This is an optimization exercise on Yosys and OpenROAD, whose aim is small area, not a production implementation. Only simulation tests tie the RTL to the original design; equivalence was not proved. Power is estimated from default activity; no workload was simulated.

`design/flow/config.mk`:
```
export PLATFORM = sky130hd
export DESIGN_NAME = dmd_draw
export DESIGN_NICKNAME = dmd_draw
export VERILOG_FILES = /design/flow/design.v
export SDC_FILE = /design/flow/constraint.sdc
export NUM_CORES = 4
export LEC_CHECK = 0
export CAP_MARGIN = 0
export CORE_MARGIN = 2
export CORE_UTILIZATION = 60
export CTS_BUF_LIST = sky130_fd_sc_hd__clkbuf_8
export CTS_CLUSTER_SIZE = 25
export PLACE_DENSITY = 0.7
export SLEW_MARGIN = 0
```
`design/flow/constraint.sdc`:
```
create_clock -name core_clock -period 12.0 [get_ports {clk}]
set_input_delay 2.4000 -clock core_clock [delete_from_list [all_inputs] [get_ports {clk}]]
set_output_delay 2.4000 -clock core_clock [all_outputs]
set_load 0.01 [all_outputs]
```
`design/flow/design.v`:
```
module dmd_draw (
    input  wire        clk,
    input  wire        rst,
    input  wire        cmd_valid,
    output wire        cmd_ready,
    input  wire [31:0] cmd_data,
    output wire        busy,
    output wire        ill,
    input  wire [6:0]  rd_addr,
    output wire [7:0]  rd_data
);
    localparam [3:0] S_IDLE = 4'd0;
    localparam [3:0] S_PASS = 4'd1;    
    localparam [3:0] S_WPIX = 4'd2;    
    localparam [3:0] S_T1   = 4'd3;    
    localparam [3:0] S_T2   = 4'd4;    
    localparam [3:0] S_T3   = 4'd5;    
    localparam [3:0] S_T4   = 4'd6;    
    localparam [3:0] S_LA   = 4'd7;    
    localparam [3:0] S_LB   = 4'd8;    
    localparam [3:0] S_CI   = 4'd9;    
    localparam [3:0] S_CPLT = 4'd10;   
    localparam [3:0] S_CS1  = 4'd11;   
    localparam [3:0] S_CS0  = 4'd14;   
    localparam [3:0] S_CS2  = 4'd12;   
    localparam [3:0] S_CS3  = 4'd13;   
    reg  [1023:0] ring;             
    reg  [6:0]    c;                
    wire [7:0]    tin = ring[1023:1016];
    wire [7:0]    tnew;
    wire [6:0] ridx = c + ~rd_addr;
    reg  [7:0] rd_or, rd_g;
    integer ri, rj;
    always @(*) begin
        rd_or = 8'd0;
        for (ri = 0; ri < 16; ri = ri + 1) begin
            rd_g = 8'd0;
            for (rj = 0; rj < 8; rj = rj + 1)
                rd_g = rd_g | (ring[64*ri + 8*rj +: 8] & {8{ridx[2:0] == rj[2:0]}});
            rd_or = rd_or | (rd_g & {8{ridx[6:3] == ri[3:0]}});
        end
    end
    assign rd_data = rd_or;
    always @(posedge clk) begin
        ring <= {ring[1015:0], tnew};
        c    <= rst ? 7'd0 : c + 7'd1;
    end
    reg  [3:0]  st;
    reg  [1:0]  ph;             
    reg         wp;             
    reg  [1:0]  kd;             
    reg         bad;            
    reg         nop;            
    reg         opf, opv;       
    reg         ill_q;
    reg  [15:0] X, Y;           
    reg  [16:0] P, Q;           
    reg  [17:0] F;              
    reg         xmaj;
    reg  [2:0]  k;              
    assign busy = (st != S_IDLE);
    assign ill  = ill_q;
    wire [7:0]  op0  = cmd_data[31:24];
    wire [2:0]  md0  = cmd_data[18:16];
    wire        mok  = (md0 <= 3'd4);
    wire        multi = (op0 == 8'h01) | (op0[7:2] == 6'b000100);
    wire        lg_clr = ((cmd_data & 32'hFFFFFFFE) == 32'h02000000);
    wire        lg_tst = ((cmd_data & 32'hFFFFFFFC) == 32'h14000000);
    wire        lg_wp  = ((cmd_data & 32'hFFF8FFFE) == 32'h01000000) & mok;
    wire        lg_sh  = ((cmd_data & 32'h00F8FFFF) == 32'h0) & mok;
    wire        lg0    = (op0 == 8'h01) ? lg_wp : lg_sh;
    wire        v0     = (op0 == 8'h01) ? cmd_data[0] : 1'b1;
    wire        idle = (st == S_IDLE);
    wire        cplt = (st == S_CPLT);
    wire [16:0] ca = k[2] ? Q : P;
    wire [16:0] cb = k[2] ? P : Q;
    wire [16:0] axb = cplt ? ca : idle ? {cmd_data[15], cmd_data[15:0]}  : 17'd1;
    wire [16:0] ayb = cplt ? cb : idle ? {cmd_data[31], cmd_data[31:16]} : 17'd1;
    wire        axi = cplt ? k[0] : (idle | ~P[16]);
    wire        ayi = cplt ? k[1] : (idle | ~Q[16]);
    wire [16:0] AX = {X[15], X} + (axb ^ {17{axi}}) + {16'd0, axi};
    wire [16:0] AY = {Y[15], Y} + (ayb ^ {17{ayi}}) + {16'd0, ayi};
    wire [16:0] px = cplt ? AX : {X[15], X};
    wire [16:0] py = cplt ? AY : {Y[15], Y};
    wire        pon  = (px[16:6] == 11'd0) & (py[16:4] == 13'd0);
    wire        phit = ({py[3:0], px[5:3]} == c);
    wire        Pz   = (P == 17'd0);
    wire        Qz   = (Q == 17'd0);
    wire        c_eq = (P == Q);
    wire        c_lt = (P < Q);
    wire        c_sk = (~c_lt & ~c_eq) | (k[2] & c_eq) |
                       (k[0] & (k[2] ? Qz : Pz)) | (k[1] & (k[2] ? Pz : Qz));
    wire        c_go = c_sk | ~pon | phit;
    wire        rev  = (~P[16] & ~Pz) | (Pz & ~Q[16] & ~Qz);
    wire        xm   = (st == S_T3) ? F[17] : xmaj;
    reg         f_keep, f_m1, f_q, f_sh, f_b0, f_sub, f_ci;
    always @(*) begin
        f_keep = 1'b1; f_m1 = 1'b0; f_q = 1'b0; f_sh = 1'b1; f_b0 = 1'b0; f_sub = 1'b0; f_ci = 1'b0;
        case (st)
            S_T1:  begin f_keep = 1'b0; f_q = 1'b1; f_sh = 1'b0; end
            S_T2:  begin f_sh = 1'b0; f_sub = 1'b1; end
            S_T3:  begin f_keep = 1'b0; f_m1 = rev; f_q = xm; end
            S_T4:  begin f_q = ~xm; f_sh = 1'b0; f_sub = 1'b1; end
            S_LA:  begin f_q = ~xm; f_sub = 1'b1; end
            S_LB:  begin f_q = xm; end
            S_CI:  begin f_keep = 1'b0; f_q = 1'b1; f_sh = 1'b0; f_sub = 1'b1; end
            S_CS2: begin f_q = 1'b1; f_sub = 1'b1; end
            S_CS1: begin f_keep = 1'b0; f_sh = 1'b0; f_ci = 1'b1; end       
            S_CS0: begin f_keep = 1'b0; f_m1 = 1'b1; f_q = 1'b1; f_sh = 1'b0; end   
            default: begin f_b0 = 1'b1; end       
        endcase
    end
    wire [16:0] fbv = f_q ? Q : P;
    wire [17:0] fb  = f_sh ? {fbv, f_b0} : {fbv[16], fbv};
    wire        fi  = fbv[16] ^ f_sub;
    wire [17:0] FS  = (f_keep ? F : {18{f_m1}}) + (fb ^ {18{fi}}) + {17'd0, fi | f_ci};
    wire        l_end = ({Y, X} == cmd_data);
    wire        l_s   = ~F[17];
    wire [3:0]  row = c[6:3];
    wire [2:0]  col = c[2:0];
    function [15:0] xthr;           
        input [15:0] t;
        input [2:0]  cl;
        integer j;
        begin
            for (j = 0; j < 8; j = j + 1) begin
                if (t[15]) begin
                    xthr[8 + j] = 1'b1; xthr[j] = 1'b0;
                end else if (t[14:6] != 9'd0) begin
                    xthr[8 + j] = 1'b0; xthr[j] = 1'b1;
                end else if (cl != t[5:3]) begin
                    xthr[8 + j] = (cl > t[5:3]); xthr[j] = (cl < t[5:3]);
                end else begin
                    xthr[8 + j] = (j >= t[2:0]); xthr[j] = (j <= t[2:0]);
                end
            end
        end
    endfunction
    function [1:0] ythr;            
        input [15:0] t;
        input [3:0]  r;
        begin
            if (t[15])                 ythr = 2'b10;
            else if (t[14:4] != 11'd0) ythr = 2'b01;
            else                       ythr = {r >= t[3:0], r <= t[3:0]};
        end
    endfunction
    wire [15:0] tx1 = xthr(X, col);
    wire [15:0] tx2 = xthr(cmd_data[15:0], col);
    wire [1:0]  ty1 = ythr(Y, row);
    wire [1:0]  ty2 = ythr(cmd_data[31:16], row);
    wire [7:0]  ge1 = tx1[15:8], le1 = tx1[7:0];
    wire [7:0]  ge2 = tx2[15:8], le2 = tx2[7:0];
    wire [7:0]  bR  = (ge1 & le2) | (ge2 & le1);
    wire [7:0]  bE1 = ge1 & le1;
    wire [7:0]  bE2 = ge2 & le2;
    wire [7:0]  bIx = (~le1 & ~ge2) | (~le2 & ~ge1);
    wire        bC  = (ty1[1] & ty2[0]) | (ty2[1] & ty1[0]);
    wire        bF1 = ty1[1] & ty1[0];
    wire        bF2 = ty2[1] & ty2[0];
    wire        bIy = (~ty1[0] & ~ty2[1]) | (~ty2[0] & ~ty1[1]);
    wire [7:0]  bodd = ({8{bF1 ^ bF2}} & bR) ^ ((bE1 ^ bE2) & {8{bC}}) ^ (bIx & {8{bIy & kd[0]}});
    wire [7:0]  bany = ({8{bF1 | bF2}} & bR) | ((bE1 | bE2) & {8{bC}}) | (bIx & {8{bIy & kd[0]}});
    wire [7:0]  bpix = opf ? bodd : bany;
    wire        fsel  = cmd_data[0] ^ (~cmd_data[1] & c[3]);
    wire [7:0]  fbyte = cmd_data[26] ? (fsel ? 8'hAA : 8'h55)
                                     : {8{~cmd_data[0]}};
    wire ill2    = bad | ((kd == 2'd1) & (cmd_data[31:16] != 16'd0));
    wire pass_go = (st == S_PASS) |
                   (idle & (c == 7'd0) & cmd_valid &
                    (((ph == 2'd0) & (lg_clr | lg_tst)) | ((ph == 2'd2) & kd[1] & ~ill2)));
    wire pass_fill = (ph == 2'd0);
    wire pw = ((st == S_WPIX) | (st == S_LA) | (cplt & ~c_sk)) & pon & phit;
    reg  [7:0] pmask;
    always @(*) begin
        pmask = 8'd0;
        pmask[~px[2:0]] = pw;
    end
    wire [7:0] wmask = pass_go ? (pass_fill ? 8'hFF : {bpix[0], bpix[1], bpix[2], bpix[3],
                                                       bpix[4], bpix[5], bpix[6], bpix[7]})
                               : pmask;
    wire [7:0] wval  = (pass_go & pass_fill) ? fbyte : {8{opv}};
    wire       wflip = ~(pass_go & pass_fill) & opf;
    assign tnew = (tin & ~wmask) | (wmask & (wflip ? ~tin : wval));
    reg rdy;
    always @(*) begin
        rdy = 1'b0;
        case (st)
            S_IDLE: case (ph)
                2'd0:    rdy = ~(lg_clr | lg_tst);
                2'd1:    rdy = 1'b1;
                default: rdy = ill2 | ((kd == 2'd1) & cmd_data[15]);
            endcase
            S_PASS: rdy = (c == 7'd127);
            S_LA:   rdy = l_end & (~pon | phit);
            S_CPLT: rdy = c_go & (k == 3'd7) & ~c_lt;
            default: rdy = 1'b0;
        endcase
    end
    assign cmd_ready = rdy;
    always @(posedge clk) begin
        if (rst) begin
            st    <= S_IDLE;
            ph    <= 2'd0;
            ill_q <= 1'b0;
        end else begin
            case (st)
                S_IDLE: if (cmd_valid) begin
                    case (ph)
                        2'd0: begin
                            if (multi) begin
                                ph  <= 2'd1;
                                wp  <= (op0 == 8'h01);
                                kd  <= op0[1:0];
                                bad <= ~lg0;
                                nop <= (md0 == 3'd3) & ~v0;
                                opf <= (md0 == 3'd2) | ((md0 == 3'd4) & ~v0);
                                opv <= v0 ^ ((md0 == 3'd1) | (md0 == 3'd4));
                            end else if (lg_clr | lg_tst) begin
                                if (c == 7'd0) st <= S_PASS;
                            end else
                                ill_q <= 1'b1;
                        end
                        2'd1: begin
                            X <= cmd_data[15:0];
                            Y <= cmd_data[31:16];
                            if (wp) begin
                                ph <= 2'd0;
                                if (bad)       ill_q <= 1'b1;
                                else if (!nop) st <= S_WPIX;
                            end else
                                ph <= 2'd2;
                        end
                        default: begin
                            if (ill2) begin
                                ill_q <= 1'b1;
                                ph    <= 2'd0;
                            end else case (kd)
                                2'd0: begin
                                    P  <= AX;
                                    Q  <= AY;
                                    st <= S_T1;
                                end
                                2'd1: begin
                                    if (cmd_data[15])
                                        ph <= 2'd0;
                                    else begin
                                        P  <= 17'd0;
                                        Q  <= {1'b0, cmd_data[15:0]};
                                        k  <= 3'd0;
                                        st <= S_CI;
                                    end
                                end
                                default: if (c == 7'd0) st <= S_PASS;
                            endcase
                        end
                    endcase
                end
                S_PASS: if (c == 7'd127) begin
                    st <= S_IDLE;
                    ph <= 2'd0;
                end
                S_WPIX: if (~pon | phit) st <= S_IDLE;
                S_T1: begin F <= FS; st <= S_T2; end
                S_T2: begin F <= FS; st <= S_T3; end
                S_T3: begin F <= FS; xmaj <= xm; st <= S_T4; end
                S_T4: begin F <= FS; st <= S_LA; end
                S_LA: if (~pon | phit) begin
                    if (l_end) begin
                        st <= S_IDLE;
                        ph <= 2'd0;
                    end else begin
                        if (xmaj | l_s) X <= AX[15:0];
                        if (~xmaj | l_s) Y <= AY[15:0];
                        if (l_s) F <= FS;
                        st <= S_LB;
                    end
                end
                S_LB: begin F <= FS; st <= S_LA; end
                S_CI: begin F <= FS; st <= S_CS3; end
                S_CPLT: if (c_go) begin
                    k <= k + 3'd1;
                    if (k == 3'd7) begin
                        if (c_lt) st <= S_CS1;
                        else begin
                            st <= S_IDLE;
                            ph <= 2'd0;
                        end
                    end
                end
                S_CS1: begin
                    P  <= FS[16:0];
                    st <= S_CS0;
                end
                S_CS0: begin
                    if (~F[17]) Q <= FS[16:0];
                    st <= S_CS2;
                end
                S_CS2: begin
                    if (~F[17]) F <= FS;
                    st <= S_CS3;
                end
                S_CS3: begin
                    F  <= FS;
                    st <= S_CPLT;
                end
                default: st <= S_IDLE;
            endcase
        end
    end
endmodule
```
`design/flow/run.sh`:
```
#!/bin/bash
# synth_recipe.tcl (not shown) runs the flow's synth.tcl, then flattens the netlist and writes it again
# the make line also repeats each setting of config.mk as NAME=value (left out here)
make -C /OpenROAD-flow-scripts/flow DESIGN_CONFIG=/design/flow/config.mk WORK_HOME=/design/flow/orfs CLKGATE_MAP_FILE= SYNTH_SCRIPT=/design/flow/synth_recipe.tcl finish
```
==> results of run 1 <==
[power by group]
group | switching [W] | total [W] | internal, W
combinational | 0.000361 | 0.000471 | 0.000110
clock | 0.00152 | 0.00340 | 0.00188
sequential | 0.0000222 | 0.00387 | 0.00385
total | 0.00190 | 0.00774 | 0.00584
[metrics by stage]
| stage | total power, W | cell area, sq um | worst slack [ps] | hold WS [ps] |
|---|---|---|---|---|
| floorplan | 0.00421 | 39800 | 3870 | 331 |
| global placement | 0.00441 | 41100 | 2290 | 333 |
| detailed placement | 0.00441 | 41100 | 2120 | 335 |
| CTS | 0.00778 | 45000 | 2090 | 311 |
| global route | 0.00799 | 45000 | 1600 | 317 |
| finish | 0.00774 | 45000 | 1980 | 317 |
[routing by layer]
layer | vias to the layer above | global-route usage [%]
met1 | 14618 | 44.4
met4 | 0 | 13.5
met5 | - | 0
met2 | 1351 | 51.8
met3 | 255 | 6.42
li1 | 13497 | -
[worst reg2reg max path: cells and delay by family (launching register included)]
kind            cells  cell delay (ps)
flops               1              510
compound gates     10             3530
fa+ha+maj           1              310
simple gates        3              600
buf+inv             4             1790
xor+xnor            1              160
[path summary, 6_finish.rpt]
kind | start | endpoint | slack, ps | cells after the start
max | cmd_data[0] | cmd_ready | 1980 | 17
min | ring[161] | ring[169] | 320 | 0
max reg2reg | st[2] | X[10] | 4840 | 19
min reg2reg | ring[161] | ring[169] | 320 | 0
[cell type report]
class                   instances  area, sq um
well taps                     864         1080
multi-input cells            2145        15200
diodes                          1         2.50
clock buffers                 219         3010
fillers                      4794        20800
repair buffers                 94          911
flip-flops and latches       1133        23600
clock inverters                87          803
inverters                      72          270
[state kept, by name, summed over array words and instances (netlist names), 4 cells and up]
name and count:
F 18, c 7, ring 1024, st 4, X 16, Y 16
Q 17, P 17
[cells in the final DEF, fill, tap and decap left out, types with 17 or more instances in the layout]
cell type / synthesis / routed
a22oi_1: 580 / 580
edfxtp_1: 95 / 95
nand4_1: 156 / 156
clkdlybuf4s50_1: 0 / 52
nand2b_1: 24 / 24
nor2_1: 163 / 141
a21o_1: 51 / 51
or2_2: 17 / 17
inv_1: 70 / 108
nor3_1: 31 / 29
nand3_1: 36 / 35
nand2_1: 157 / 157
dfxtp_1: 1038 / 1038
o22ai_1: 27 / 26
or3_1: 21 / 21
nor4_1: 29 / 29
clkinv_2: 0 / 18
xor2_1: 85 / 85
xnor2_1: 66 / 65
clkbuf_8: 0 / 219
o21ai_0: 110 / 109
a21oi_1: 132 / 132
mux2i_1: 55 / 55
buf_4: 0 / 36
ha_1: 97 / 97
nor2b_1: 30 / 30
[cell families after synthesis]
family / Yosys count
AOI/OAI and AO/OA: 1069
xor gates and xnor gates: 154
adders and majority gates: 102
buffers and inverters: 280
DFF: 1133
muxes: 78
and+or+nand+nor: 742
==> impl_metrics.py, run 1 <==
metrics = {
    "drt": {
        "drt-vias-per-instance": 6.44,
        "drt_iter0_markers": 2371,
        "routed-wl-met2_um": 51600,
        "ant_nets": 0,
        "routed.top_layer": "met4",
        "postRouteWirelength_um": 113000,
        "via_count": 29721,
        "wl_per_cell_um": 24.5,
        "drt-met1-wl_um": 48400,
        "first_pass_iters": 6,
        "wl_met3_um": 8660,
        "drc_errors": 0,
    },
    "worst_setup_path": {
        "path_cells": "clkdlybuf4s50_1 > inv_1 > a221oi_1 > or2_2 > fa_1 > nor2b_1 > o31ai_1 > a21oi_1 > and4b_1 > nor3_1 > nor4b_1 > and4b_1 > nand4b_2 > o21a_1 > a211oi_1 > o21ai_1 > clkdlybuf4s50_1",
        "path_class": "in -> out",
        "arrival_ps": 7620,
        "worst-path-max-fanout": 12,
        "cp-end-kind": "output pin",
        "cp-start-kind": "input port",
        "critical-path-slowest-cell": "clkdlybuf4s50_1",
        "required_ps": 9600,
        "crit_buf_inv": 3,
        "cp_top_family": "compound AO/OA/AOI/OAI gates",
        "cpPeakStageDelay_ps": 790,
    },
    "timing": {
        "final_hold_viol_count": 0,
        "tns_ps": 0,
        "fmax_mhz": 99.8,
        "maxSlewHeadroom_pct": 11.5,
        "final-setup-viol-count": 0,
        "min_period_over_period_pct": 83.5,
        "worst_pin_slew_ps": 1330,
        "clock_skew_ps": 55.2,
        "fin_crit_ps": 10020,
        "rsz0062_at_grt": "no",
        "final_max_slew_viol_count": 0,
    },
    "synthesis": {
        "synth_xor_area_share_pct": 3.50,
        "synthCells": 3558,
        "avgSynthCellArea_sq_um": 11.2,
        "synth_most_common_cell": "dfxtp_1",
        "yosys.area.top_type": "dfxtp_1",
        "synth_edf_count": 95,
        "yosys.area_share.adder_pct": 3.30,
        "synthSimpleGateAreaFrac_pct": 9.81,
        "synth_fp_nets": 3702,
        "synth_mux_area_share_pct": 2.43,
        "synth-main-ff-cell": "dfxtp_1",
        "synth_top_family_by_area": "compound AO/OA/AOI/OAI gates",
        "synth_cell_type_count": 97,
        "yosys_warnings": 1,
        "synth_compound_area_share_pct": 18.9,
        "synthTopCellsByArea": "dfxtp_1, a22oi_1, edfxtp_1",
        "ys_seq_elements": 1133,
        "syn_area_sq_mm": 0.0398,
        "synth_top_area_share_pct": 52.2,
        "synth-async-reset-ratio_pct": 0,
        "synth_common_cells": "dfxtp_1, a22oi_1, clkbuf_1, nor2_1, nand2_1",
        "synth_seq_area_share_pct": 59.3,
    },
    "clock_network": {
        "cts_setup_buffers": 0,
        "root_buffer": "clkbuf_8",
        "cts_num_sinks": 1133,
        "ctsHoldBuffers": 0,
        "insertion_delay_ps": 830,
        "ctsResizeCount": 0,
        "cts_tree": "yes",
        "path_clk_slew_ps": 60,
        "cts.htree.levels": 4,
        "numCtsBuffers": 167,
        "clk_path_buf_depth": 3,
    },
    "job": {
        "drv_cap": 0,
    },
    "floorplanning": {
        "initial_core_util_pct": 60.6,
        "die_w_um": 262,
        "boundaryPins": 53,
        "die_h_um": 262,
        "rows": 94,
        "dieArea_sq_mm": 0.0685,
        "core_sq_mm": 0.0657,
    },
    "worst_hold_path": {
        "hold_path.class": "reg -> reg",
    },
    "global_route": {
        "grt-ovfl-total": 0,
        "grt.total_usage_pct": 32.8,
        "grt_max_degree": 129,
        "grt_pass1_vias": 30009,
        "grt_pass1_wl_um": 174000,
        "antenna_found_initial": 1,
    },
    "status": {
        "outcome": "complete, no violations",
    },
    "place": {
        "io_buffer_count": 52,
        "dp.cells": 4308,
        "routabilityCongestion": 0.940,
        "dp_hpwl_um": 70900,
    },
    "final_layout": {
        "areaGrowthSynthToFinish_pct": 12.9,
        "utilization_pct": 68.4,
        "final_cells": 4615,
        "drive_gt1_share_pct": 10.3,
        "final_nets": 3757,
    },
    "pwr": {
        "p_leak_nw": 17.2,
        "irDropWorstVdd_mv": 0.116,
        "power_density_mw_per_mm2": 172,
    },
}
==> run 2, diff against run 1 <==
==> design/flow/config.mk (replaced) <==
export PLATFORM = sky130hd
export DESIGN_NAME = dmd_draw
export DESIGN_NICKNAME = dmd_draw
export VERILOG_FILES = /design/flow/design.v
export SDC_FILE = /design/flow/constraint.sdc
export NUM_CORES = 4
export LEC_CHECK = 0
export CAP_MARGIN = 20
export CORE_MARGIN = 2
export CORE_UTILIZATION = 40
export CTS_BUF_LIST = sky130_fd_sc_hd__clkbuf_16
export CTS_CLUSTER_DIAMETER = 120
export CTS_CLUSTER_SIZE = 24
export SLEW_MARGIN = 20
==> run 2 against run 1 <==
Via count down 5.6%. First-iteration DRC count is 3.3% higher. Critical path depth unchanged. Global-route usage down 12 points. Largest power group unchanged. Worst hold slack gained 6.6 ps. Sequential cell count is the same. Total power down 17%. Sequential power about the same. Final cell count rose by 4.4%. Routed wire length decreased by 3.7%. Non-clock buffer count increased by 18.
==> impl_metrics.py, run 2 <==
metrics = {
    "drt": {
        "drt-met1-wl_um": 52900,
        "routed-wl-met2_um": 46900,
        "drc_errors": 0,
        "wl_met3_um": 6070,
        "postRouteWirelength_um": 109000,
        "drt-vias-per-instance": 5.82,
        "first_pass_iters": 5,
        "wl_per_cell_um": 22.6,
        "routed.top_layer": "met4",
        "drt_iter0_markers": 2449,
        "ant_nets": 0,
        "via_count": 28059,
    },
    "pwr": {
        "power_density_mw_per_mm2": 149,
        "finalPower_w": 0.00646,
        "irDropWorstVdd_mv": 0.116,
        "p_leak_nw": 16.0,
    },
    "synthesis": {
        "syn_area_sq_mm": 0.0398,
        "synth_top_area_share_pct": 52.2,
        "synth-main-ff-cell": "dfxtp_1",
        "synthTopCellsByArea": "dfxtp_1, a22oi_1, edfxtp_1",
        "yosys.area.top_type": "dfxtp_1",
        "synth_fp_nets": 3702,
        "synth_cell_type_count": 97,
        "yosys_warnings": 1,
        "synth_common_cells": "dfxtp_1, a22oi_1, clkbuf_1, nor2_1, nand2_1",
        "synthCells": 3558,
        "synth_edf_count": 95,
        "synth_seq_area_share_pct": 59.3,
        "synth-async-reset-ratio_pct": 0,
        "avgSynthCellArea_sq_um": 11.2,
        "synth_most_common_cell": "dfxtp_1",
        "ys_seq_elements": 1133,
    },
    "worst_setup_path": {
        "cp-end-kind": "output pin",
        "crit_buf_inv": 3,
        "path_cells": "clkdlybuf4s50_1 > inv_1 > a221oi_1 > or2_2 > fa_1 > nor2b_1 > o31ai_1 > a21oi_1 > and4b_1 > nor3_1 > nor4b_1 > and4b_1 > nand4b_2 > o21a_1 > a211oi_1 > o21ai_1 > clkdlybuf4s50_1",
        "timing.rr.start": "st[1]",
        "cpPeakStageDelay_ps": 800,
        "critical-path-slowest-cell": "clkdlybuf4s50_1",
        "cp_top_family": "compound AO/OA/AOI/OAI gates",
        "path_class": "in -> out",
        "required_ps": 9600,
        "cp-start-kind": "input port",
        "worst-path-max-fanout": 12,
        "startpoint": "cmd_data[0]",
        "arrival_ps": 7500,
    },
    "timing": {
        "final_max_slew_viol_count": 0,
        "clock_skew_ps": 55.5,
        "hold_ws_ps": 324,
        "worst_pin_slew_ps": 1120,
        "final_hold_viol_count": 0,
        "fin_crit_ps": 9900,
        "tns_ps": 0,
        "fmax_mhz": 101,
        "min_period_over_period_pct": 82.5,
        "final-setup-viol-count": 0,
        "rsz0062_at_grt": "no",
        "maxSlewHeadroom_pct": 25.6,
    },
    "global_route": {
        "antenna_found_initial": 1,
        "grt_pass1_wl_um": 167000,
        "grt_pass1_vias": 27732,
        "grt_max_degree": 129,
        "grt-ovfl-total": 0,
        "grt.total_usage_pct": 20.8,
    },
    "final_layout": {
        "layout_commonest_cell": "dfxtp_1",
        "drive_gt1_share_pct": 5.52,
        "areaGrowthSynthToFinish_pct": 8.94,
        "num_antenna_cells": 0,
        "final_cells": 4819,
        "largestRegisters": "ring (1024), F (18)",
        "largest_reg_flops": 1024,
        "final_cell_mix": "dfxtp_1, a22oi_1, nand2_1, nor2_1, nand4_1",
        "utilization_pct": 44.0,
        "final_nets": 3664,
        "regMostFlops": "ring",
    },
    "floorplanning": {
        "core_sq_mm": 0.0986,
        "dieArea_sq_mm": 0.102,
        "die_w_um": 320,
        "initial_core_util_pct": 40.4,
        "rows": 115,
        "boundaryPins": 53,
        "die_h_um": 320,
    },
    "clock_network": {
        "clk_path_buf_depth": 3,
        "insertion_delay_ps": 710,
        "cts.htree.levels": 2,
        "path_clk_slew_ps": 90,
        "cts_num_sinks": 1133,
        "numCtsBuffers": 56,
        "ctsResizeCount": 0,
        "cts_setup_buffers": 0,
        "root_buffer": "clkbuf_16",
        "ctsHoldBuffers": 0,
        "cts_tree": "yes",
    },
    "place": {
        "dp.cells": 4749,
        "io_buffer_count": 52,
        "dp_hpwl_um": 68900,
        "routabilityCongestion": 0.892,
    },
    "status": {
        "outcome": "complete, no violations",
    },
    "worst_hold_path": {
        "min_from": "ring[909]",
        "hold_path.class": "reg -> reg",
    },
    "job": {
        "drv_cap": 0,
    },
}
## run 2: cell counts after synthesis
No cell type changed its count.
## run 2: cell families (layout without fill, tap and decap cells)
group	count (synthesis)	in the layout	share of synthesized area, %
simple gates	742	742	9.81
compound gates	1069	1069	18.9
buf+inv	280	254	2.67
xor+xnor	154	154	3.50
mux	78	78	2.43
fa+ha+maj	102	102	3.30
flops	1133	1133	59.3
## run 2: final cells by class
type,instances,area [sq um]
clock buffers,57,1430
clock inverters,13,179
fillers,9162,55200
multi-input cells,2145,15200
flip-flops and latches,1133,23600
inverters,72,270
well taps,1287,1610
repair buffers,112,1060
## run 2: report_power, final
part | leakage (nW) | switching (W) | internal (W)
Combinational | 5.98 | 0.000365 | 0.000115
Clock | 0.797 | 0.00122 | 0.000897
Sequential | 9.23 | 0.0000210 | 0.00384
Total | 16.0 | 0.00160 | 0.00485
## run 2: stage by stage
stage / setup WS [ps] / area, sq um
after floorplan: 3870 / 39800
after global placement: 2310 / 41800
after detailed placement: 2210 / 41800
after CTS: 2200 / 43400
after global routing: 1810 / 43400
final: 2100 / 43400
## run 2: path summary, 6_finish.rpt
| kind | cells past startpoint | end | slack, ps |
|---|---|---|---|
| hold / removal | 0 | ring[917] | 320 |
| hold reg to reg | 0 | ring[917] | 320 |
| setup / recovery | 17 | cmd_ready | 2100 |
| setup reg to reg | 16 | ring[4] | 5190 |
## run 2: metal layers
metal | GRT usage [%] | vias up
li1 | - | 13204
met1 | 31.0 | 13859
met2 | 31.7 | 852
met3 | 2.11 | 144
met4 | 6.11 | 0
met5 | 0 | -
## run 2: worst register-to-register path: stages (launching register included)
cell	delay, ps
dfxtp_1	770
nor2b_1	240
o31ai_1	790
nand2_1	550
xor2_1	300
ha_1	410
a21o_1	270
or3_1	350
o211ai_1	280
a21oi_1	110
o21a_1	180
o31ai_1	480
nor3b_1	320
nand4b_2	250
o32ai_2	620
a21oi_1	340
mux2_1	390
==> run 3, diff against run 2 <==
--- a/design/flow/config.mk
+++ b/design/flow/config.mk
@@ -12,3 +12,3 @@
 export CTS_CLUSTER_DIAMETER = 120
-export CTS_CLUSTER_SIZE = 24
+export CTS_CLUSTER_SIZE = 30
 export SLEW_MARGIN = 20
==> run 3 against run 2 <==
Critical path type unchanged. Register-to-register slack better by 30 ps. Highest routed layer unchanged. Synthesized cell count unchanged. Die area unchanged. Critical path depth unchanged. Sequential cell count unchanged. Still clean. Global-route usage down 0.085 points. First-iteration DRC count up 1.9%. Largest power group unchanged. Clock power down 7%. Sequential share of layout area up 0.25 points.
==> impl_metrics.py, run 3 <==
metrics = {
    "drt": {
        "drt_iter0_markers": 2496,
        "drc_errors": 0,
        "postRouteWirelength_um": 109000,
        "via_count": 28107,
        "wl_per_cell_um": 22.6,
        "drt-vias-per-instance": 5.84,
        "first_pass_iters": 6,
        "ant_nets": 0,
    },
    "timing": {
        "setup_slack_ps": 2100,
        "clock_skew_ps": 38.3,
        "maxSlewHeadroom_pct": 24.7,
        "tns_ps": 0,
        "final_hold_viol_count": 0,
        "final-setup-viol-count": 0,
        "worst_pin_slew_ps": 1130,
        "hold_ws_ps": 334,
        "fin_crit_ps": 9900,
        "fmax_mhz": 101,
        "min_period_over_period_pct": 82.5,
        "rsz0062_at_grt": "no",
        "final_max_slew_viol_count": 0,
    },
    "pwr": {
        "power_density_mw_per_mm2": 146,
        "irDropWorstVdd_mv": 0.109,
        "p_leak_nw": 15.9,
    },
    "worst_setup_path": {
        "r2r_cells": 25,
        "arrival_ps": 7500,
        "critical-path-slowest-cell": "clkdlybuf4s50_1",
        "cpPeakStageDelay_ps": 810,
        "reg2reg_to": "P[14]",
        "path_cells": "clkdlybuf4s50_1 > inv_1 > a221oi_1 > or2_2 > fa_1 > nor2b_1 > o31ai_1 > a21oi_1 > and4b_1 > nor3_1 > nor4b_1 > and4b_1 > nand4b_2 > o21a_1 > a211oi_1 > o21ai_1 > clkdlybuf4s50_1",
        "crit_buf_inv": 3,
        "cp_top_family": "compound AO/OA/AOI/OAI gates",
        "required_ps": 9600,
        "rrSetupSlack_ps": 5220,
        "startpoint": "cmd_data[0]",
        "cp-end-kind": "output pin",
        "timing.rr.start": "st[2]",
        "path_class": "in -> out",
        "cp-start-kind": "input port",
        "crit_end": "cmd_ready",
        "cp.depth": 17,
        "worst-path-max-fanout": 12,
    },
    "place": {
        "routabilityCongestion": 0.892,
        "dp.cells": 4749,
        "dp_slack_ps": 2210,
        "io_buffer_count": 52,
        "dp_hpwl_um": 68900,
    },
    "synthesis": {
        "synth_xor_area_share_pct": 3.50,
        "synth_common_cells": "dfxtp_1, a22oi_1, clkbuf_1, nor2_1, nand2_1",
        "synth_most_common_cell": "dfxtp_1",
        "synthSimpleGateAreaFrac_pct": 9.81,
        "synth-async-reset-ratio_pct": 0,
        "synth_mux_area_share_pct": 2.43,
        "syn_area_sq_mm": 0.0398,
        "synthTopCellsByArea": "dfxtp_1, a22oi_1, edfxtp_1",
        "synth_top_family_by_area": "compound AO/OA/AOI/OAI gates",
        "synth_top_area_share_pct": 52.2,
        "synth_edf_count": 95,
        "yosys_warnings": 1,
        "synth_seq_area_share_pct": 59.3,
        "yosys.area_share.adder_pct": 3.30,
        "synth_compound_area_share_pct": 18.9,
        "synthCells": 3558,
        "avgSynthCellArea_sq_um": 11.2,
        "synth_cell_type_count": 97,
        "ys_seq_elements": 1133,
        "synth-main-ff-cell": "dfxtp_1",
        "synth_fp_nets": 3702,
        "yosys.area.top_type": "dfxtp_1",
    },
    "final_layout": {
        "largestRegisters": "ring (1024), F (18)",
        "final_nets": 3655,
        "final_cell_mix": "dfxtp_1, a22oi_1, nand2_1, nor2_1, nand4_1",
        "final_cells": 4809,
        "largest_reg_flops": 1024,
        "num_antenna_cells": 0,
        "utilization_pct": 43.8,
        "areaGrowthSynthToFinish_pct": 8.45,
        "regMostFlops": "ring",
        "layout_commonest_cell": "dfxtp_1",
        "drive_gt1_share_pct": 5.25,
    },
    "global_route": {
        "grt-ovfl-total": 0,
        "met2_usage_pct": 31.6,
        "grt_pass1_wl_um": 166000,
        "grt_use_met3_pct": 2.28,
        "met1_usage_pct": 31.1,
        "busiest_layer": "met2",
        "grt_pass1_vias": 27612,
        "grt_max_degree": 129,
        "grt.total_usage_pct": 20.7,
        "antenna_found_initial": 1,
    },
    "job": {
        "drv_cap": 0,
    },
    "floorplanning": {
        "initial_core_util_pct": 40.4,
        "die_w_um": 320,
        "boundaryPins": 53,
        "dieArea_sq_mm": 0.102,
        "rows": 115,
        "die_h_um": 320,
        "core_sq_mm": 0.0986,
    },
    "clock_network": {
        "ctsResizeCount": 0,
        "numCtsBuffers": 47,
        "ctsHoldBuffers": 0,
        "path_clk_slew_ps": 110,
        "cts_setup_buffers": 0,
        "insertion_delay_ps": 660,
        "cts.htree.levels": 2,
        "root_buffer": "clkbuf_16",
        "cts_num_sinks": 1133,
        "cts_tree": "yes",
        "clk_path_buf_depth": 3,
    },
    "worst_hold_path": {
        "hold_path.class": "reg -> reg",
    },
    "status": {
        "outcome": "complete, no violations",
    },
}
run 3: cell counts after synthesis:
Identical to the previous run, type by type.
run 3: report_power, final:
part	internal, W	leakage [nW]	switching, W
Clock	0.000759	0.686	0.00120
Combinational	0.000115	5.98	0.000365
Sequential	0.00384	9.23	0.0000211
run 3: cell type report:
cell class	count	area (sq um)
Timing Repair Buffer	112	1060
Fill cell	9177	55400
Clock inverter	12	208
Tap cell	1287	1610
Sequential cell	1133	23600
Clock buffer	48	1200
Multi-Input combinational cell	2145	15200
Inverter	72	270
run 3: metal layers:
metal  up-vias  share of wire, %
met5         -                 0
met3       138               6.1
met4         0               2.5
met2       952                43
li1      13166                 -
met1     13851                49
run 3: worst min path at each step:
stage,from,endpoint,slack [ps],depth (start not counted)
4_1_cts,ring[560],ring[568],330,0
6_report,ring[952],ring[960],330,0
2_1_floorplan,ring[1000],ring[1008],330,0
3_5_place_dp,ring[676],ring[684],340,0
3_3_place_gp,ring[499],ring[507],330,0
5_1_grt,ring[874],ring[882],350,0
run 3: cells by family (layout without fill, tap and decap cells):
logic type | after synthesis | after routing
AOI/OAI and AO/OA | 1069 | 1069
xor gates and xnor gates | 154 | 154
adders and majority gates | 102 | 102
buffers and inverters | 280 | 244
DFF | 1133 | 1133
muxes | 78 | 78
and+or+nand+nor | 742 | 742
run 3: metrics by stage:
stage / power (W) / instance area [sq um]
after global placement: 0.00442 / 41800
after global routing: 0.00651 / 43200
final: 0.00630 / 43200
after CTS: 0.00634 / 43200
after floorplan: 0.00421 / 39800
after detailed placement: 0.00442 / 41800
run 3: worst reg2reg max path: cells and delay by family (launching register included):
family                   cells  cell delay, ps
AO/OA/AOI/OAI               11            2810
AND/OR/NAND/NOR              7            1240
buffers and inverters        4             970
flip-flops                   1             740
adder cells (fa/ha/maj)      2             660
XOR/XNOR                     1             180
==> run 4, diff against run 3 <==
--- a/design/flow/config.mk
+++ b/design/flow/config.mk
@@ -10,5 +10,2 @@
 export CORE_UTILIZATION = 40
-export CTS_BUF_LIST = sky130_fd_sc_hd__clkbuf_16
-export CTS_CLUSTER_DIAMETER = 120
-export CTS_CLUSTER_SIZE = 30
 export SLEW_MARGIN = 20
==> run 4 against run 3 <==
Non-clock buffer count unchanged. Sequential power about the same. Largest cell class unchanged. Area after synthesis unchanged. Critical path depth unchanged. Sequential cell count unchanged. Worst setup slack improved by 26 ps.
==> impl_metrics.py, run 4 <==
metrics = {
    "worst_setup_path": {
        "cpPeakStageDelay_ps": 790,
        "crit_buf_inv": 3,
        "r2r_cells": 16,
        "worst-path-max-fanout": 12,
        "critical-path-slowest-cell": "clkdlybuf4s50_1",
        "arrival_ps": 7480,
        "path_class": "in -> out",
        "cp-end-kind": "output pin",
        "rrSetupSlack_ps": 5230,
        "reg2reg_to": "ring[4]",
        "cp-start-kind": "input port",
        "timing.rr.start": "st[1]",
        "path_cells": "clkdlybuf4s50_1 > inv_1 > a221oi_1 > or2_2 > fa_1 > nor2b_1 > o31ai_1 > a21oi_1 > and4b_1 > nor3_1 > nor4b_1 > and4b_1 > nand4b_2 > o21a_1 > a211oi_1 > o21ai_1 > clkdlybuf4s50_1",
        "required_ps": 9600,
        "cp_top_family": "compound AO/OA/AOI/OAI gates",
    },
    "final_layout": {
        "layout_commonest_cell": "dfxtp_1",
        "utilization_pct": 46.1,
        "drive_gt1_share_pct": 8.10,
        "areaGrowthSynthToFinish_pct": 14.0,
        "final_area_sq_mm": 0.0454,
        "final_cell_mix": "dfxtp_1, a22oi_1, nand2_1, nor2_1, nand4_1",
        "final_nets": 3716,
        "regMostFlops": "ring",
        "largest_reg_flops": 1024,
        "largestRegisters": "ring (1024), F (18)",
    },
    "synthesis": {
        "yosys.area_share.adder_pct": 3.30,
        "synth_mux_area_share_pct": 2.43,
        "synth_common_cells": "dfxtp_1, a22oi_1, clkbuf_1, nor2_1, nand2_1",
        "syn_area_sq_mm": 0.0398,
        "yosys.area.top_type": "dfxtp_1",
        "synth-async-reset-ratio_pct": 0,
        "synth_compound_area_share_pct": 18.9,
        "synthSimpleGateAreaFrac_pct": 9.81,
        "synthTopCellsByArea": "dfxtp_1, a22oi_1, edfxtp_1",
        "synth_seq_area_share_pct": 59.3,
        "synth_edf_count": 95,
        "synthCells": 3558,
        "synth_cell_type_count": 97,
        "synth-main-ff-cell": "dfxtp_1",
        "synth_fp_nets": 3702,
        "synth_xor_area_share_pct": 3.50,
        "ys_seq_elements": 1133,
        "yosys_warnings": 1,
        "synth_top_family_by_area": "compound AO/OA/AOI/OAI gates",
        "synth_top_area_share_pct": 52.2,
        "synth_most_common_cell": "dfxtp_1",
        "avgSynthCellArea_sq_um": 11.2,
    },
    "timing": {
        "final-setup-viol-count": 0,
        "min_period_over_period_pct": 82.3,
        "clock_skew_ps": 33.1,
        "rsz0062_at_grt": "no",
        "maxSlewHeadroom_pct": 26.8,
        "tns_ps": 0,
        "final_hold_viol_count": 0,
        "fmax_mhz": 101,
        "worst_pin_slew_ps": 1100,
        "fin_crit_ps": 9880,
        "final_max_slew_viol_count": 0,
    },
    "global_route": {
        "grt.total_usage_pct": 21.2,
        "grt_pass1_wl_um": 170000,
        "antenna_found_initial": 1,
        "grt_max_degree": 129,
        "grt-ovfl-total": 0,
        "grt_pass1_vias": 28442,
    },
    "place": {
        "dp_hpwl_um": 68900,
        "postPlaceCellArea_sq_mm": 0.0418,
        "routabilityCongestion": 0.892,
        "io_buffer_count": 52,
    },
    "pwr": {
        "swShare_pct": 23.9,
        "power.switching_w": 0.00186,
        "intPower_w": 0.00592,
        "combPwrFrac_pct": 6.2,
        "power_density_mw_per_mm2": 171,
        "irDropWorstVdd_mv": 0.107,
        "pwr-share-clk_pct": 44.1,
        "p_seq_share_pct": 49.7,
        "p_leak_nw": 17.0,
    },
    "worst_hold_path": {
        "hold_end": "ring[324]",
        "hold_path.class": "reg -> reg",
        "min_from": "ring[316]",
        "min_path_cells": 0,
    },
    "clock_network": {
        "path_clk_slew_ps": 60,
        "root_buffer": "clkbuf_16",
        "ctsResizeCount": 0,
        "ctsHoldBuffers": 0,
        "cts_tree": "yes",
        "numCtsBuffers": 108,
        "cts.htree.levels": 3,
        "insertion_delay_ps": 690,
        "clk_path_buf_depth": 3,
        "cts_num_sinks": 1133,
        "cts_setup_buffers": 0,
    },
    "status": {
        "outcome": "complete, no violations",
    },
    "drt": {
        "drt-vias-per-instance": 5.80,
        "ant_nets": 0,
        "via_count": 28665,
        "postRouteWirelength_um": 110000,
        "drc_errors": 0,
        "wl_per_cell_um": 22.3,
        "first_pass_iters": 7,
        "drt_iter0_markers": 2558,
    },
    "floorplanning": {
        "boundaryPins": 53,
        "die_w_um": 320,
        "die_h_um": 320,
        "initial_core_util_pct": 40.4,
        "core_sq_mm": 0.0986,
        "dieArea_sq_mm": 0.102,
        "rows": 115,
    },
    "job": {
        "drv_cap": 0,
    },
}
[run 4: changes by cell type in the layout (fill, tap and decap cells not counted), sizes merged]
cell      change
diode         +1
bufinv        +7
clkinv       +18
clkbuf      +101
clkinvlp      +5
[run 4: final cells by class]
cell class | count | area (sq um)
repair buffers | 112 | 1060
clock buffers | 149 | 3080
fillers | 8985 | 53200
inverters | 72 | 270
diodes | 1 | 2.50
clock inverters | 42 | 537
flip-flops and latches | 1133 | 23600
well taps | 1287 | 1610
multi-input cells | 2145 | 15200
[run 4: stage by stage]
stage / setup WS [ps] / std cells / power (W) / hold slack [ps]
6_report: 2120 / 4941 / 0.00778 / 328
5_1_grt: 1800 / 4940 / 0.00802 / 339
4_1_cts: 2200 / 4940 / 0.00783 / 319
3_5_place_dp: 2210 / 4749 / 0.00442 / 335
3_3_place_gp: 2310 / 4749 / 0.00442 / 332
2_1_floorplan: 3870 / 3558 / 0.00421 / 331
[run 4: power by group through the flow]
stage,logic (W),clock network [W],registers [W]
after floorplan,0.000270,0,0.00394
after global placement,0.000474,0,0.00395
after detailed placement,0.000475,0,0.00395
after CTS,0.000475,0.00348,0.00387
after global routing,0.000509,0.00365,0.00387
final,0.000480,0.00343,0.00387
[run 4: worst max-delay path by stage]
| stage | endpoint | slack [ps] | cells after the start | start |
|---|---|---|---|---|
| 4_1_cts | cmd_ready | 2200 | 17 | cmd_data[0] |
| 5_1_grt | cmd_ready | 1800 | 17 | cmd_data[0] |
| 2_1_floorplan | cmd_ready | 3870 | 16 | cmd_data[18] |
| 3_5_place_dp | cmd_ready | 2210 | 17 | cmd_data[0] |
| 3_3_place_gp | cmd_ready | 2310 | 17 | cmd_data[0] |
| 6_report | cmd_ready | 2120 | 17 | cmd_data[0] |
[run 4: per-layer routing]
layer  global-route usage (%)  part of all wire, %  vias up
met4                     6.64                  2.9        0
met5                        0                    0        -
met1                     31.3                   48    14059
met2                     31.8                   43     1055
li1                         -                    -    13361
met3                     2.93                  6.6      190
[run 4: cells by family after synthesis]
group,count (synthesis)
mux,78
flops,1133
compound gates,1069
buf+inv,280
fa+ha+maj,102
xor+xnor,154
simple gates,742
==> run 5, diff against run 4 <==
==> design/flow/flow/run.sh (new file) <==
#!/bin/bash
# The standard ORFS layout (standard.sh), except that synthesis maps the
# logic with an area-oriented ABC script (flow/abc_area_map.script) in place
# of ORFS's speed script.  Registers, flattening and renaming are those of
# the standard synthesis; every later step is the standard flow.
set -euo pipefail
here=$(pwd)
rm -rf "$here/scripts_abc"
cp -r "$FLOW_HOME/scripts" "$here/scripts_abc"
cp "$here/flow/abc_area_map.script" "$here/scripts_abc/abc_speed.script"
bash standard.sh SCRIPTS_DIR="$here/scripts_abc" synth > "$here/synth.log" 2>&1
bash standard.sh finish > "$here/layout.log" 2>&1
==> design/flow/flow/abc_area_map.script (new file) <==
strash
&get -n
&st
&dch
&nf -R 1000 -p
&put
mfs2
strash
dch -f
amap
topo
stime -c
buffer -c
dnsize -c
==> design/flow/standard.sh (new file) <==
#!/bin/bash
# synth_recipe.tcl (not shown) runs the flow's synth.tcl, then flattens the netlist and writes it again
# the make line also repeats each setting of config.mk as NAME=value (left out here)
make -C /OpenROAD-flow-scripts/flow DESIGN_CONFIG=/design/flow/config.mk WORK_HOME=/design/flow/orfs CLKGATE_MAP_FILE= SYNTH_SCRIPT=/design/flow/synth_recipe.tcl "${@:-finish}"
removed: design/flow/run.sh
==> run 5 against run 4 <==
Still clean on timing, DRC and antenna. Critical endpoint unchanged. Routed wire length down 2.5%. Largest power group unchanged. Count of clock-buffer cells in the layout is 4 higher. First-iteration DRC count up 42%.
==> impl_metrics.py, run 5 <==
metrics = {
    "status": {
        "outcome": "complete, no violations",
    },
    "drt": {
        "wl_per_cell_um": 22.2,
        "drc_errors": 0,
        "via_count": 28004,
        "drt_iter0_markers": 3642,
        "postRouteWirelength_um": 107000,
        "ant_nets": 0,
        "drt-vias-per-instance": 5.79,
        "first_pass_iters": 9,
    },
    "synthesis": {
        "yosys.area.top_type": "dfxtp_1",
        "yosys_warnings": 1,
        "synthCells": 3448,
        "synth_fp_nets": 3592,
        "synth-main-ff-cell": "dfxtp_1",
        "synth_cell_type_count": 59,
        "synth-async-reset-ratio_pct": 0,
        "synth_most_common_cell": "dfxtp_1",
        "synth_common_cells": "dfxtp_1, nor2_1, nand2_1, inv_1, a222oi_1",
        "syn_area_sq_mm": 0.0375,
        "synth_edf_count": 95,
        "synth_top_area_share_pct": 55.4,
        "synthTopCellsByArea": "dfxtp_1, edfxtp_1, a222oi_1",
        "avgSynthCellArea_sq_um": 10.9,
        "synth_seq_area_share_pct": 63.0,
        "ys_seq_elements": 1133,
    },
    "place": {
        "routabilityCongestion": 0.969,
        "io_buffer_count": 52,
        "dp_hpwl_um": 68200,
        "dp.cells": 4634,
    },
    "global_route": {
        "grt_pass1_vias": 27277,
        "grt_pass1_wl_um": 164000,
        "grt.total_usage_pct": 22.0,
        "grt-ovfl-total": 0,
        "antenna_found_initial": 0,
        "grt_max_degree": 129,
    },
    "floorplanning": {
        "core_sq_mm": 0.0932,
        "dieArea_sq_mm": 0.0963,
        "boundaryPins": 53,
        "die_h_um": 310,
        "rows": 112,
        "initial_core_util_pct": 40.3,
        "die_w_um": 310,
    },
    "final_layout": {
        "largest_reg_flops": 1024,
        "layout_commonest_cell": "dfxtp_1",
        "final_nets": 3634,
        "drive_gt1_share_pct": 7.31,
        "final_cells": 4837,
        "areaGrowthSynthToFinish_pct": 15.4,
        "regMostFlops": "ring",
        "final_cell_mix": "dfxtp_1, nor2_1, nand2_1",
        "largestRegisters": "ring (1024), F (18)",
        "utilization_pct": 46.5,
    },
    "clock_network": {
        "ctsHoldBuffers": 0,
        "cts_tree": "yes",
        "clk_path_buf_depth": 3,
        "cts_num_sinks": 1133,
        "numCtsBuffers": 108,
        "path_clk_slew_ps": 60,
        "ctsResizeCount": 0,
        "cts_setup_buffers": 0,
        "insertion_delay_ps": 700,
        "root_buffer": "clkbuf_16",
        "cts.htree.levels": 3,
    },
    "pwr": {
        "p_leak_nw": 16.0,
        "power_density_mw_per_mm2": 264,
        "irDropWorstVdd_mv": 0.133,
        "finalPower_w": 0.0114,
    },
    "worst_setup_path": {
        "cp_top_family": "compound AO/OA/AOI/OAI gates",
        "reg2reg_to": "ring[7]",
        "crit_buf_inv": 6,
        "arrival_ps": 8390,
        "crit_end": "cmd_ready",
        "startpoint": "cmd_data[16]",
        "cp-end-kind": "output pin",
        "critical-path-slowest-cell": "clkdlybuf4s50_1",
        "required_ps": 9600,
        "r2r_cells": 30,
        "cpPeakStageDelay_ps": 600,
        "path_class": "in -> out",
        "timing.rr.start": "k[2]",
        "cp-start-kind": "input port",
        "cp.depth": 28,
        "rrSetupSlack_ps": 3970,
        "worst-path-max-fanout": 6,
        "cpMostUsedCell": "nor2_1",
    },
    "timing": {
        "worst_pin_slew_ps": 1120,
        "clock_skew_ps": 63.4,
        "fin_crit_ps": 10790,
        "tns_ps": 0,
        "min_period_over_period_pct": 89.9,
        "maxSlewHeadroom_pct": 23.7,
        "fmax_mhz": 92.7,
        "final_max_slew_viol_count": 0,
        "final_hold_viol_count": 0,
        "final-setup-viol-count": 0,
        "rsz0062_at_grt": "no",
    },
    "worst_hold_path": {
        "hold_path.class": "reg -> reg",
        "min_from": "ring[597]",
    },
    "job": {
        "drv_cap": 0,
    },
}
[run 5: cell count changes in the layout (fill, tap and decap cells not counted), moves of 55 or more]
| cell | delta |
|---|---|
| nor2_1 | +82 |
| xnor2_1 | -63 |
| a31oi_1 | +68 |
| nand2_1 | +79 |
| o21ai_0 | +58 |
| mux2i_1 | -55 |
| a22oi_1 | -411 |
| a222oi_1 | +183 |
| o22ai_1 | +151 |
| inv_1 | +148 |
| xor2_1 | -85 |
| nand4_1 | -114 |
[run 5: cell families after synthesis]
group                      count (synthesis)  synth area share (%)
xor gates and xnor gates                   2                0.0467
buffers and inverters                    393                  3.93
and+or+nand+nor                          712                  8.46
adders and majority gates                102                  3.50
DFF                                     1133                  63.0
AOI/OAI and AO/OA                       1106                  21.1
[run 5: worst min-delay path by stage]
stage	depth (start not counted)	end	slack, ps
floorplan	0	ring[125]	320
global placement	0	ring[763]	330
detailed placement	0	ring[373]	330
CTS	0	ring[341]	290
global route	0	ring[341]	300
finish	0	ring[605]	300
[run 5: where the power goes]
group | internal, W | leakage, nW | switching, W
logic | 0.00109 | 4.88 | 0.00231
registers | 0.00426 | 9.28 | 0.000213
clock network | 0.00205 | 1.86 | 0.00150
total | 0.00741 | 16.0 | 0.00402
[run 5: routing by layer]
metal / part of all wire [%] / routed length [um] / track usage (%)
met4: 3.1 / 3340 / 8.20
met1: 46 / 49600 / 31.4
met5: 0 / 0 / 0
met3: 7.7 / 8300 / 3.76
met2: 43 / 46000 / 33.2
[run 5: per-stage QoR]
stage	instance area [sq um]	hold slack, ps	setup slack (ps)
CTS	43300	293	1350
global placement	39500	325	1440
finish	43300	296	1210
global route	43300	298	774
detailed placement	39500	332	1370
floorplan	37500	324	3510
[run 5: cell type report]
type	count	area, sq um
inverters	226	848
clock buffers	153	3130
repair buffers	99	981
diodes	1	2.50
clock inverters	49	666
multi-input cells	1922	12500
fillers	8512	49900
well taps	1254	1570
flip-flops and latches	1133	23600
==> run 6, diff against run 5 <==
--- a/design/flow/design.v
+++ b/design/flow/design.v
@@ -27,6 +27,6 @@
     reg  [1023:0] ring;             
-    reg  [6:0]    c;                
+    reg  [9:0]    c;                
     wire [7:0]    tin = ring[1023:1016];
     wire [7:0]    tnew;
-    wire [6:0] ridx = c + ~rd_addr;
+    wire [6:0] ridx = c[6:0] + ~rd_addr;
     reg  [7:0] rd_or, rd_g;
@@ -45,3 +45,3 @@
         ring <= {ring[1015:0], tnew};
-        c    <= rst ? 7'd0 : c + 7'd1;
+        c    <= rst ? 10'd0 : c + 10'd1;
     end
@@ -85,3 +85,3 @@
     wire        pon  = (px[16:6] == 11'd0) & (py[16:4] == 13'd0);
-    wire        phit = ({py[3:0], px[5:3]} == c);
+    wire        phit = ({py[3:0], px[5:3]} == c[6:0]);
     wire        Pz   = (P == 17'd0);
@@ -118,20 +118,11 @@
     wire        l_s   = ~F[17];
-    wire [3:0]  row = c[6:3];
-    wire [2:0]  col = c[2:0];
-    function [15:0] xthr;           
+    wire [5:0]  sx = {c[2:0], c[9:7]};
+    wire [3:0]  sy = c[6:3];
+    function [1:0] xthr;            
         input [15:0] t;
-        input [2:0]  cl;
-        integer j;
+        input [5:0]  v;
         begin
-            for (j = 0; j < 8; j = j + 1) begin
-                if (t[15]) begin
-                    xthr[8 + j] = 1'b1; xthr[j] = 1'b0;
-                end else if (t[14:6] != 9'd0) begin
-                    xthr[8 + j] = 1'b0; xthr[j] = 1'b1;
-                end else if (cl != t[5:3]) begin
-                    xthr[8 + j] = (cl > t[5:3]); xthr[j] = (cl < t[5:3]);
-                end else begin
-                    xthr[8 + j] = (j >= t[2:0]); xthr[j] = (j <= t[2:0]);
-                end
-            end
+            if (t[15])                 xthr = 2'b10;
+            else if (t[14:6] != 9'd0)  xthr = 2'b01;
+            else                       xthr = {v >= t[5:0], v <= t[5:0]};
         end
@@ -140,3 +131,3 @@
         input [15:0] t;
-        input [3:0]  r;
+        input [3:0]  v;
         begin
@@ -144,15 +135,13 @@
             else if (t[14:4] != 11'd0) ythr = 2'b01;
-            else                       ythr = {r >= t[3:0], r <= t[3:0]};
+            else                       ythr = {v >= t[3:0], v <= t[3:0]};
         end
     endfunction
-    wire [15:0] tx1 = xthr(X, col);
-    wire [15:0] tx2 = xthr(cmd_data[15:0], col);
-    wire [1:0]  ty1 = ythr(Y, row);
-    wire [1:0]  ty2 = ythr(cmd_data[31:16], row);
-    wire [7:0]  ge1 = tx1[15:8], le1 = tx1[7:0];
-    wire [7:0]  ge2 = tx2[15:8], le2 = tx2[7:0];
-    wire [7:0]  bR  = (ge1 & le2) | (ge2 & le1);
-    wire [7:0]  bE1 = ge1 & le1;
-    wire [7:0]  bE2 = ge2 & le2;
-    wire [7:0]  bIx = (~le1 & ~ge2) | (~le2 & ~ge1);
+    wire [1:0]  tx1 = xthr(X, sx);
+    wire [1:0]  tx2 = xthr(cmd_data[15:0], sx);
+    wire [1:0]  ty1 = ythr(Y, sy);
+    wire [1:0]  ty2 = ythr(cmd_data[31:16], sy);
+    wire        bR  = (tx1[1] & tx2[0]) | (tx2[1] & tx1[0]);
+    wire        bE1 = tx1[1] & tx1[0];
+    wire        bE2 = tx2[1] & tx2[0];
+    wire        bIx = (~tx1[0] & ~tx2[1]) | (~tx2[0] & ~tx1[1]);
     wire        bC  = (ty1[1] & ty2[0]) | (ty2[1] & ty1[0]);
@@ -161,25 +150,23 @@
     wire        bIy = (~ty1[0] & ~ty2[1]) | (~ty2[0] & ~ty1[1]);
-    wire [7:0]  bodd = ({8{bF1 ^ bF2}} & bR) ^ ((bE1 ^ bE2) & {8{bC}}) ^ (bIx & {8{bIy & kd[0]}});
-    wire [7:0]  bany = ({8{bF1 | bF2}} & bR) | ((bE1 | bE2) & {8{bC}}) | (bIx & {8{bIy & kd[0]}});
-    wire [7:0]  bpix = opf ? bodd : bany;
-    wire        fsel  = cmd_data[0] ^ (~cmd_data[1] & c[3]);
-    wire [7:0]  fbyte = cmd_data[26] ? (fsel ? 8'hAA : 8'h55)
-                                     : {8{~cmd_data[0]}};
+    wire        bodd = ((bF1 ^ bF2) & bR) ^ ((bE1 ^ bE2) & bC) ^ (bIx & bIy & kd[0]);
+    wire        bany = ((bF1 | bF2) & bR) | ((bE1 | bE2) & bC) | (bIx & bIy & kd[0]);
+    wire        bpix = opf ? bodd : bany;
+    wire        fval = cmd_data[26] ? (cmd_data[0] ^ c[7] ^ (~cmd_data[1] & c[3]))
+                                    : ~cmd_data[0];
     wire ill2    = bad | ((kd == 2'd1) & (cmd_data[31:16] != 16'd0));
     wire pass_go = (st == S_PASS) |
-                   (idle & (c == 7'd0) & cmd_valid &
+                   (idle & (c == 10'd0) & cmd_valid &
                     (((ph == 2'd0) & (lg_clr | lg_tst)) | ((ph == 2'd2) & kd[1] & ~ill2)));
     wire pass_fill = (ph == 2'd0);
-    wire pw = ((st == S_WPIX) | (st == S_LA) | (cplt & ~c_sk)) & pon & phit;
-    reg  [7:0] pmask;
+    wire       pw    = ((st == S_WPIX) | (st == S_LA) | (cplt & ~c_sk)) & pon & phit;
+    wire       wen   = pass_go ? (pass_fill | bpix) : pw;
+    wire [2:0] wbit  = ~(pass_go ? c[9:7] : px[2:0]);
+    wire       wflip = ~(pass_go & pass_fill) & opf;
+    wire       wv    = (pass_go & pass_fill) ? fval : opv;
+    reg  [7:0] tn;
     always @(*) begin
-        pmask = 8'd0;
-        pmask[~px[2:0]] = pw;
+        tn = tin;
+        if (wen) tn[wbit] = wflip ? ~tin[wbit] : wv;
     end
-    wire [7:0] wmask = pass_go ? (pass_fill ? 8'hFF : {bpix[0], bpix[1], bpix[2], bpix[3],
-                                                       bpix[4], bpix[5], bpix[6], bpix[7]})
-                               : pmask;
-    wire [7:0] wval  = (pass_go & pass_fill) ? fbyte : {8{opv}};
-    wire       wflip = ~(pass_go & pass_fill) & opf;
-    assign tnew = (tin & ~wmask) | (wmask & (wflip ? ~tin : wval));
+    assign tnew = tn;
     reg rdy;
@@ -193,3 +180,3 @@
             endcase
-            S_PASS: rdy = (c == 7'd127);
+            S_PASS: rdy = (c == 10'd1023);
             S_LA:   rdy = l_end & (~pon | phit);
@@ -219,3 +206,3 @@
                             end else if (lg_clr | lg_tst) begin
-                                if (c == 7'd0) st <= S_PASS;
+                                if (c == 10'd0) st <= S_PASS;
                             end else
@@ -253,3 +240,3 @@
                                 end
-                                default: if (c == 7'd0) st <= S_PASS;
+                                default: if (c == 10'd0) st <= S_PASS;
                             endcase
@@ -258,3 +245,3 @@
                 end
-                S_PASS: if (c == 7'd127) begin
+                S_PASS: if (c == 10'd1023) begin
                     st <= S_IDLE;
--- a/design/flow/config.mk
+++ b/design/flow/config.mk
@@ -10,2 +10,5 @@
 export CORE_UTILIZATION = 40
+export CTS_BUF_LIST = sky130_fd_sc_hd__clkbuf_16
+export CTS_CLUSTER_DIAMETER = 120
+export CTS_CLUSTER_SIZE = 28
 export SLEW_MARGIN = 20
==> run 6 against run 5 <==
Still clean. Largest power group unchanged. Register-to-register slack about the same. Routed wire length decreased by 3.9%. Utilization decreased by 2.5 points. Global-route usage decreased by 0.76 points. Synthesized cell count decreased by 3.3%. Combinational power decreased by 12%. Highest routed layer unchanged.
==> impl_metrics.py, run 6 <==
metrics = {
    "worst_setup_path": {
        "cp-start-kind": "input port",
        "critical-path-slowest-cell": "clkdlybuf4s50_1",
        "crit_buf_inv": 6,
        "timing.rr.start": "st[2]",
        "cp_top_family": "compound AO/OA/AOI/OAI gates",
        "required_ps": 9600,
        "arrival_ps": 8150,
        "cp-end-kind": "output pin",
        "cpPeakStageDelay_ps": 700,
        "path_class": "in -> out",
        "worst-path-max-fanout": 5,
        "startpoint": "cmd_data[1]",
    },
    "global_route": {
        "grt_pass1_vias": 25291,
        "grt-ovfl-total": 0,
        "grt.total_usage_pct": 21.2,
        "grt_pass1_wl_um": 156000,
        "grt_max_degree": 129,
        "antenna_found_initial": 3,
    },
    "floorplanning": {
        "initial_core_util_pct": 40.4,
        "die_w_um": 308,
        "rows": 111,
        "core_sq_mm": 0.0917,
        "dieArea_sq_mm": 0.0949,
        "die_h_um": 308,
        "boundaryPins": 53,
    },
    "final_layout": {
        "utilization_pct": 44.0,
        "fill_cells": 8587,
        "final_cell_mix": "dfxtp_1, nand2_1, inv_1",
        "regMostFlops": "ring",
        "largestRegisters": "ring (1024), F (18)",
        "largest_reg_flops": 1024,
        "layout_commonest_cell": "dfxtp_1",
        "drive_gt1_share_pct": 3.90,
        "final_cells": 4525,
        "areaGrowthSynthToFinish_pct": 9.05,
        "multi_input_area_sq_mm": 0.0119,
        "regArea_sq_mm": 0.0237,
        "final_nets": 3472,
    },
    "timing": {
        "worst_pin_slew_ps": 1160,
        "min_period_over_period_pct": 87.9,
        "fmax_mhz": 94.8,
        "final_max_slew_viol_count": 0,
        "maxSlewHeadroom_pct": 22.3,
        "rsz0062_at_grt": "no",
        "final-setup-viol-count": 0,
        "tns_ps": 0,
        "fin_crit_ps": 10550,
        "final_hold_viol_count": 0,
        "clock_skew_ps": 40.9,
    },
    "synthesis": {
        "synthCells": 3334,
        "synth_most_common_cell": "dfxtp_1",
        "yosys.area.top_type": "dfxtp_1",
        "synth_fp_nets": 3479,
        "ys_seq_elements": 1136,
        "avgSynthCellArea_sq_um": 11.1,
        "synth-async-reset-ratio_pct": 0,
        "synth_edf_count": 95,
        "synth_top_area_share_pct": 56.3,
        "synth_common_cells": "dfxtp_1, nand2_1, inv_1, nor2_1, o22ai_1",
        "syn_area_sq_mm": 0.0370,
        "yosys_warnings": 1,
        "synth-main-ff-cell": "dfxtp_1",
        "synth_seq_area_share_pct": 64.1,
        "synth_cell_type_count": 56,
        "synthTopCellsByArea": "dfxtp_1, edfxtp_1, a222oi_1",
    },
    "pwr": {
        "finalPower_w": 0.00912,
        "swShare_pct": 36.9,
        "combPwrFrac_pct": 32.8,
        "power.switching_w": 0.00337,
        "p_seq_share_pct": 45.7,
        "intPower_w": 0.00575,
        "irDropWorstVdd_mv": 0.110,
        "power_density_mw_per_mm2": 226,
        "pwr-share-clk_pct": 21.5,
        "p_leak_nw": 14.6,
    },
    "drt": {
        "drc_errors": 0,
        "wl_per_cell_um": 22.8,
        "ant_nets": 0,
        "drt-vias-per-instance": 5.87,
        "drt_iter0_markers": 3243,
        "first_pass_iters": 7,
        "via_count": 26564,
        "postRouteWirelength_um": 103000,
    },
    "clock_network": {
        "cts_setup_buffers": 0,
        "cts_num_sinks": 1136,
        "path_clk_slew_ps": 110,
        "ctsResizeCount": 0,
        "insertion_delay_ps": 670,
        "root_buffer": "clkbuf_16",
        "cts.htree.levels": 2,
        "numCtsBuffers": 49,
        "ctsHoldBuffers": 0,
        "clk_path_buf_depth": 3,
        "cts_tree": "yes",
    },
    "worst_hold_path": {
        "min_from": "ring[852]",
        "hold_path.class": "reg -> reg",
    },
    "place": {
        "dp_hpwl_um": 65400,
        "io_buffer_count": 52,
        "routabilityCongestion": 0.961,
        "dp.cells": 4462,
    },
    "status": {
        "outcome": "complete, no violations",
    },
    "job": {
        "drv_cap": 0,
    },
}
[run 6: changes by cell type after synthesis, moves of 6 or more]
cell,delta
inv_1,+11
a22oi_1,-16
a21oi_1,-16
o21ai_0,-35
o22ai_1,+15
a221oi_1,+16
nor2_1,-36
o21a_1,-6
nand4_1,+13
clkbuf_1,-11
[run 6: final timing paths]
path	slack [ps]	cells past startpoint	endpoint
hold reg to reg	340	0	ring[860]
setup / recovery	1450	27	cmd_ready
hold / removal	340	0	ring[860]
setup reg to reg	3960	35	X[0]
[run 6: power by group through the flow]
stage	sequential [W]	clock [W]	combinational [W]
2_1_floorplan	0.00421	0	0.00199
3_3_place_gp	0.00425	0	0.00289
3_5_place_dp	0.00425	0	0.00289
4_1_cts	0.00416	0.00201	0.00291
5_1_grt	0.00418	0.00214	0.00330
6_report	0.00416	0.00196	0.00299
[run 6: worst register-to-register path, delay by kind of cell, from the launching register on]
kind / cells / cell delay [ps]
simple gates: 20 / 3760
compound gates: 10 / 2250
buf+inv: 4 / 1110
flops: 1 / 320
fa+ha+maj: 1 / 230
[run 6: through the flow]
| stage | setup WS, ps | instance area [sq um] | hold WS, ps |
|---|---|---|---|
| CTS | 1630 | 40300 | 338 |
| global route | 1010 | 40300 | 334 |
| global placement | 1760 | 38900 | 327 |
| detailed placement | 1620 | 38900 | 328 |
| floorplan | 3750 | 37000 | 323 |
| finish | 1450 | 40300 | 340 |
[run 6: metal layers]
| metal | track usage [%] | share of wire [%] | vias to the layer above | wire (um) |
|---|---|---|---|---|
| li1 | - | - | 12518 | - |
| met1 | 31.8 | 48 | 12853 | 49200 |
| met2 | 31.3 | 42 | 1061 | 43400 |
| met3 | 3.89 | 8.1 | 132 | 8350 |
| met4 | 5.22 | 2.1 | 0 | 2160 |
| met5 | 0 | 0 | - | 0 |
[run 6: logic make-up after synthesis]
group                    share of synthesized area (%)
flip-flops                                        64.1
AO/OA/AOI/OAI                                     20.3
AND/OR/NAND/NOR                                   8.00
buffers and inverters                             3.97
adder cells (fa/ha/maj)                           3.59
XOR/XNOR                                        0.0474
[run 6: final cells by class]
type	count	area share, %
multi-input cells	1807	29.5
flip-flops and latches	1136	58.7
well taps	1186	3.68
inverters	235	2.19
clock buffers	49	3.04
clock inverters	12	0.437
repair buffers	98	2.36
diodes	2	0.0124

## static timing again, ports no longer ideal
How much do the figures lean on ideal ports? The routed layouts below were timed once more, with nothing changed but the port constraints.
Step 1 sets driving cells, clkbuf_16 on the clock port and buf_2 on the other inputs (assumed; they add their load-dependent delay and slew).
Step 2 also shifts input and output timing later by t, the mid clock arrival at the registers, as if the neighbouring blocks saw the same clock.
Three values: ideal ports, drivers, drivers and shift; two values: the first two.
| run | t, ns | setup slack, ns | pins driven straight from the clock port |
|---|---|---|---|
| run 1 | 0.870 | 1.982 / 1.957 / 1.957 | 1 |
| run 2 | 0.747 | 2.099 / 2.077 / 2.077 | 1 |
| run 3 | 0.709 | 2.097 / 2.074 / 2.074 | 1 |
| run 4 | 0.752 | 2.123 / 2.100 / 2.100 | 1 |
| run 5 | 0.740 | 1.214 / 1.192 / 1.192 | 1 |
| run 6 | 0.719 | 1.447 / 1.423 / 1.423 | 1 |
After both steps every run listed still meets setup and hold. For run 1, which loses most, drivers alone change the setup slack by -0.025 ns; drivers and shift together by -0.025 ns.
